This is an optimization exercise on Yosys and OpenROAD, whose aim is small area, a short achievable clock period and few clock cycles per item, not a production implementation.
RTL that was checked went through simulation tests only; none was proved equivalent to the original.
Power figures rest on the tool's default switching activity, not on a simulated workload.

// m3p_rle
module m3p_rle (
    input  wire        clk,
    input  wire        rst,         
    input  wire        start,       
    input  wire [1:0]  op,          
    input  wire [15:0] width,       
    input  wire [15:0] src_len,     
    output reg  [1:0]  status,      
    output reg  [1:0]  errcode,     
    output reg  [15:0] dst_len,
    output reg         src_re,
    output reg  [15:0] src_addr,
    input  wire [7:0]  src_rdata,
    output reg         dst_we,
    output reg  [15:0] dst_waddr,
    output reg  [7:0]  dst_wdata,
    output reg         dst_re,
    output reg  [15:0] dst_raddr,
    input  wire [7:0]  dst_rdata
);
Settings: LEC_CHECK=0, CAP_MARGIN=20, CORE_MARGIN=2, CORE_UTILIZATION=40, CTS_BUF_LIST=sky130_fd_sc_hd__clkbuf_4 sky130_fd_sc_hd__clkbuf_8, SLEW_MARGIN=20; clock period 12.0 ns.
standard.sh (not shown) runs the stock make flow with config.mk's settings and CLKGATE_MAP_FILE= SYNTH_SCRIPT=/design/flow/synth_recipe.tcl, a recipe that flattens the netlist after the stock synthesis.
==> flow/flow/run.sh <==
#!/bin/bash
# The standard layout with two changes of method, none of the constraints:
#  - every port still gets its own buffer, but a plain buf_1 (repair may size it)
#    instead of the delay-cell buffer buffer_ports picks by default;
#  - timing repair works until the setup slack is at least SETUP_SLACK_MARGIN,
#    i.e. it aims at a shorter period than the clock's (the SDC is unchanged).
set -euo pipefail
export BUFFER_PORTS_ARGS="-buffer_cell sky130_fd_sc_hd__buf_1"
bash standard.sh SETUP_SLACK_MARGIN=8.3 finish > standard_flow.log 2>&1
Testbench counts at the start, summed over its fixed seeds: cycles 142,815, items 31,322.
Rerun with:
--- a/flow/flow/run.sh
+++ b/flow/flow/run.sh
@@ -7,3 +7,3 @@
 set -euo pipefail
 export BUFFER_PORTS_ARGS="-buffer_cell sky130_fd_sc_hd__buf_1"
-bash standard.sh SETUP_SLACK_MARGIN=8.3 finish > standard_flow.log 2>&1
+bash standard.sh SETUP_SLACK_MARGIN=8.45 finish > standard_flow.log 2>&1
Result: Sequential cell count does not change; cell count grows by about 1.6%; core utilization grows by 1.2 points.
Rerun with:
--- a/flow/flow/run.sh
+++ b/flow/flow/run.sh
@@ -7,3 +7,3 @@
 set -euo pipefail
 export BUFFER_PORTS_ARGS="-buffer_cell sky130_fd_sc_hd__buf_1"
-bash standard.sh SETUP_SLACK_MARGIN=8.45 finish > standard_flow.log 2>&1
+bash standard.sh SETUP_SLACK_MARGIN=8.3 finish > standard_flow.log 2>&1
--- a/flow/config.mk
+++ b/flow/config.mk
@@ -9,4 +9,4 @@
 export CORE_MARGIN = 2
 export CORE_UTILIZATION = 40
-export CTS_BUF_LIST = sky130_fd_sc_hd__clkbuf_4 sky130_fd_sc_hd__clkbuf_8
+export CTS_BUF_LIST = sky130_fd_sc_hd__clkbuf_8
 export SLEW_MARGIN = 20
Outcome:
- The new run completed without violations
- via count goes down by a few percent
- cell area is lower by a few percent
- sequential power climbs slightly
- first-iteration DRC count is lower by a little under a tenth
- non-clock buffer count shrinks by 28
- final cell count goes down slightly
Rerun with:
--- a/flow/config.mk
+++ b/flow/config.mk
@@ -9,4 +9,3 @@
 export CORE_MARGIN = 2
 export CORE_UTILIZATION = 40
-export CTS_BUF_LIST = sky130_fd_sc_hd__clkbuf_8
 export SLEW_MARGIN = 20
=> Worst setup slack got worse by 6.0 ps. Worst hold slack degrades by 7.2 ps. Utilization climbs by 0.59 points. Combinational power is about the same. Cell count stays flat.

* * *

Another version of the RTL of m3p_rle (not shown whole).
For scale: ~1500 cells after synthesis, roughly 130 I/O pins.
==> flow/config.mk <==
export PLATFORM = sky130hd
export DESIGN_NAME = m3p_rle
export DESIGN_NICKNAME = m3p_rle
export VERILOG_FILES = /design/flow/design.v
export SDC_FILE = /design/flow/constraint.sdc
export NUM_CORES = 4
export LEC_CHECK = 0
export CAP_MARGIN = 20
export CORE_MARGIN = 2
export CORE_UTILIZATION = 40
export SLEW_MARGIN = 20
==> flow/constraint.sdc <==
create_clock -name core_clock -period 12.0 [get_ports {clk}]
set_input_delay 2.4000 -clock core_clock [delete_from_list [all_inputs] [get_ports {clk}]]
set_output_delay 2.4000 -clock core_clock [all_outputs]
set_load 0.01 [all_outputs]
==> flow/flow/run.sh <==
#!/bin/bash
# The standard layout, with timing repair aimed at a shorter period than the
# clock's: repair_timing works until the setup slack is at least SETUP_SLACK_MARGIN.
# The SDC (clock period, I/O delays) is unchanged.
set -euo pipefail
bash standard.sh SETUP_SLACK_MARGIN=8.5 finish > standard_flow.log 2>&1
The first run went through all stages and came out clean.
Rerun with:
==> flow/flow/run.sh (replaced) <==
#!/bin/bash
# The standard layout with two changes of method, none of the constraints:
#  - every port still gets its own buffer, but a plain buf_1 (repair may size it)
#    instead of the delay-cell buffer buffer_ports picks by default;
#  - timing repair works until the setup slack is at least SETUP_SLACK_MARGIN,
#    i.e. it aims at a shorter period than the clock's (the SDC is unchanged).
set -euo pipefail
export BUFFER_PORTS_ARGS="-buffer_cell sky130_fd_sc_hd__buf_1"
bash standard.sh SETUP_SLACK_MARGIN=8.0 finish > standard_flow.log 2>&1
Effect: The changed run completed with no timing, DRC or antenna violations. Routed wire length goes down by 5.2%. Worst setup slack degrades by 0.051 ns. Die area stays the same. Area after synthesis is unchanged. First-iteration DRC count shrinks by 17%. Fmax shrinks by about 1.4%. Synthesized cell count does not change.
Rerun with:
--- a/flow/flow/run.sh
+++ b/flow/flow/run.sh
@@ -8,2 +8,2 @@
 export BUFFER_PORTS_ARGS="-buffer_cell sky130_fd_sc_hd__buf_1"
-bash standard.sh SETUP_SLACK_MARGIN=8.0 finish > standard_flow.log 2>&1
+bash standard.sh SETUP_SLACK_MARGIN=8.3 finish > standard_flow.log 2>&1
CORE_UTILIZATION = 65   (was 40)
CTS_BUF_LIST = sky130_fd_sc_hd__clkbuf_8   (was default)
CTS_CLUSTER_SIZE = 30   (was default)
What happened: The new run ran to the end with no violations; clock-buffer cell count came out lower by 1; non-clock buffer count came out higher by 8; sequential share of layout area came out higher by 0.69 points.
No functional check of the RTL was part of any run of this note.

[afterwards: timing with drivers on the ports]
The flow's constraints put no driver on any port. The routed layouts listed below were extracted and timed again, unchanged, in two steps. Step 1: set_driving_cell puts a clkbuf_16 on clk and a buf_2 on each other input, an assumption about the parent block. Step 2 adds t to the input delays and takes it off the output delays; t is the mean of the earliest and latest rising clock arrival at the registers after step 1. Input paths then give back, and output paths get back, about the clock's delay inside the block. a / b / c = no drivers / after step 1 / after step 2; a / b = the first two.
| run | t, ns | slack for setup (ns) | hold slack, ns |
|---|---|---|---|
| the first run of note 1 | 0.544 | 8.335 / 8.285 / 7.945 | 0.353 / 0.353 / 0.353 |
| the second run of note 1 | 0.530 | 8.467 / 8.420 / 7.968 | 0.353 / 0.353 / 0.353 |
| the third run of note 1 | 0.543 | 8.352 / 8.301 / 7.939 | 0.353 / 0.353 / 0.353 |
| the fourth run of note 1 | 0.499 | 8.346 / 8.291 / 7.994 | 0.346 / 0.346 / 0.346 |
| the first run of note 2 | 0.495 | 8.318 / 8.346 / 7.851 | 0.351 / 0.351 / 0.351 |
| the second run of note 2 | 0.497 | 8.267 / 8.293 / 7.803 | 0.346 / 0.346 / 0.346 |
| the third run of note 2 | 0.532 | 8.348 / 8.302 / 7.862 | 0.351 / 0.351 / 0.351 |
After both steps setup and hold are still met in every run listed. For the second run of note 1, which loses most, drivers alone change the setup slack by -0.047 ns; drivers and shift together by -0.499 ns.
